Background: an optimization exercise with open tools, aiming at small area, a short achievable clock period and few clock cycles. Do not read the settings as production practice. Only simulation tests tie the RTL to the original design; equivalence was not proved. Power and IR drop assume default switching activity.

== the reference run ==
Design plc_core, start of the top module:
module plc_core (
    input  wire        clk,
    input  wire        rst,
    input  wire        scan_start,
    input  wire [15:0] raw_di,
    output wire        busy,
    output reg         done,
    output reg  [15:0] raw_do,
    output reg  [15:0] imem_addr,
    input  wire [31:0] imem_rdata,
    input  wire        host_valid,
    input  wire [3:0]  host_op,
    input  wire [7:0]  host_idx,
    input  wire        host_val,
    output reg  [63:0] host_rdata,
    output reg         host_bad
);
Size in the first run: ~6800 cells after synthesis, roughly 1100 flip-flops, ~160 I/O pins, about 60000 um2 of cells after synthesis.
==> flow/config.mk <==
export PLATFORM = sky130hd
export DESIGN_NAME = plc_core
export DESIGN_NICKNAME = plc_core
export VERILOG_FILES = /design/flow/design.v
export SDC_FILE = /design/flow/constraint.sdc
export NUM_CORES = 4
export LEC_CHECK = 0
export CAP_MARGIN = 20
export CORE_MARGIN = 2
export CORE_UTILIZATION = 60
export CTS_CLUSTER_DIAMETER = 60
export CTS_CLUSTER_SIZE = 25
export PLACE_DENSITY = 0.75
export SLEW_MARGIN = 20
==> flow/constraint.sdc <==
create_clock -name core_clock -period 10.0 [get_ports {clk}]
set_input_delay 2.0000 -clock core_clock [delete_from_list [all_inputs] [get_ports {clk}]]
set_output_delay 2.0000 -clock core_clock [all_outputs]
set_load 0.01 [all_outputs]
standard.sh (not shown) runs the stock make flow with config.mk's settings and CLKGATE_MAP_FILE= SYNTH_SCRIPT=/design/flow/synth_recipe.tcl, a recipe that flattens the netlist after the stock synthesis.
==> flow/flow/run.sh <==
#!/bin/bash
set -euo pipefail
MARGIN=$(cat flow/margin.txt)
bash standard.sh synth > synth.log 2>&1
bash standard.sh SETUP_SLACK_MARGIN=$MARGIN finish > layout.log 2>&1
==> flow/flow/margin.txt <==
6.5
Testbench counts of the reference run, summed over its fixed seeds: cycles 99,523.
Input changes introduced in the trial run (baseline for comparison: the reference run):
- PLACE_DENSITY now 0.7, was 0.75
- CORE_UTILIZATION now 50, was 60
Notes after the runs:
Summary of the trial run over the reference run: largest net degree at the start of global routing has increased; part of the total power dissipated in combinational logic went down by 0.5 points; sum of routed wire length over all layers lower.
Die area for the trial run: 20% up relative to the reference run
The reference run -> the trial run: tap cell count increased by more than 10%
Re proportion of cell area occupied by registers: the trial run is 0.18 points up on the reference run.
First-iteration DRC count: the trial run vs the reference run down 202
Compared with the reference run, the trial run shows setup slack higher by 0.11 ns.

* * *

Another version of the RTL of plc_core (not shown whole).
Size in the first run: about 6600 cells after synthesis, roughly 1000 flip-flops.
==> flow/config.mk <==
export PLATFORM = sky130hd
export DESIGN_NAME = plc_core
export DESIGN_NICKNAME = plc_core
export VERILOG_FILES = /design/flow/design.v
export SDC_FILE = /design/flow/constraint.sdc
export NUM_CORES = 4
export LEC_CHECK = 0
export CAP_MARGIN = 20
export CORE_MARGIN = 2
export CORE_UTILIZATION = 60
export PLACE_DENSITY = 0.75
export SLEW_MARGIN = 20
==> flow/constraint.sdc <==
create_clock -name core_clock -period 10.0 [get_ports {clk}]
set_input_delay 2.0000 -clock core_clock [delete_from_list [all_inputs] [get_ports {clk}]]
set_output_delay 2.0000 -clock core_clock [all_outputs]
set_load 0.01 [all_outputs]
Scripts as last shown in full above: flow/flow/run.sh, flow/flow/margin.txt
Testbench counts at the start, summed over its fixed seeds: cycles 110,462.
Change:
CORE_UTILIZATION = 40   (was 60)
PLACE_DENSITY = 0.6   (was 0.75)
Outcome: The changed run ran to the end with no violations; routed wire length came out higher by 2.6%; total power came out higher by 0.44%; cell count came out higher by 8.3%; worst hold slack is worse by 3.9 ps; die area came out higher by 49%.

* * *

branch pepper:
plc_core, a different RTL version from the one above (not shown whole).
Size in the first run: roughly 6,700 cells after synthesis, ~160 I/O pins, about 0.059 mm² of cells after synthesis.
export LEC_CHECK = 0
export CAP_MARGIN = 20
export CORE_MARGIN = 2
export CORE_UTILIZATION = 40
export CTS_CLUSTER_DIAMETER = 60
export CTS_CLUSTER_SIZE = 25
export PLACE_DENSITY = 0.6
export SLEW_MARGIN = 20
create_clock -name core_clock -period 10.0 [get_ports {clk}]
Scripts as last shown in full above: flow/flow/run.sh, flow/flow/margin.txt
Testbench counts of branch pepper, summed over its fixed seeds: cycles 99,536.
[inputs] branch indigo vs branch pepper
Settings: PLACE_DENSITY now 0.7, was 0.6; CORE_UTILIZATION now 50, was 40.
Notes after the runs:
- Timing-limited maximum frequency was lower in the run labelled branch pepper.
- For the cell row count, branch indigo came in about 10% lower than branch pepper did.
- Instance area at placement for branch indigo: 580 µm² down relative to branch pepper
- First-pass GRT wire length (branch indigo vs. branch pepper) decreases by a few percent
- Est. power | branch indigo vs branch pepper | branch indigo lower
- Relative to branch pepper, the clock power measured on branch indigo has decreased by a few percent.
- Post-detailed-route wirelength per cell essentially unchanged between branch indigo and branch pepper.
- branch indigo reports its capturing element of the worst setup path as f_last while branch pepper reports host_rdata[10].
- Routed wire in branch indigo totals less than in branch pepper.
- branch indigo vs branch pepper on tap cell count: branch indigo is the lower one.
- Compare branch indigo and branch pepper | fill cell total of the finished layout lower: branch indigo

==> port drivers added, routing unchanged <==
No port has a modelled driver above. Below, the same layouts with a new extraction and two added sets of constraints.
Step 1: set_driving_cell puts a clkbuf_16 on clk and a buf_2 on each other input, an assumption about the parent block.
Step 2, shift: input delay + t, output delay - t, t = (earliest + latest rising clock arrival at the registers) / 2. This alone moves slack from input paths to output paths.
Slacks: ideal ports / drivers / drivers and shift; pairs: ideal ports / drivers.
run | t, ns | setup WS [ns] | worst register clock-pin slew, ns | worst slew at a driven data input, ns
the reference run | 0.801 | 6.370 / 6.370 / 5.657 | 0.10 / 0.10 | 0.09
the trial run | 0.831 | 6.476 / 6.406 / 5.637 | 0.10 / 0.10 | 0.12
the first run of note 2 | 0.811 | 6.391 / 6.391 / 5.728 | 0.07 / 0.07 | 0.05
the second run of note 2 | 0.833 | 6.466 / 6.432 / 5.661 | 0.07 / 0.07 | 0.06
branch pepper | 0.841 | 6.225 / 6.260 / 5.420 | 0.10 / 0.10 | 0.08
branch indigo | 0.833 | 6.401 / 6.401 / 5.609 | 0.09 / 0.09 | 0.11
After both steps every run listed still meets setup and hold. The setup slack of the trial run, which loses most, moves by -0.070 ns with the drivers and by -0.839 ns with both steps.
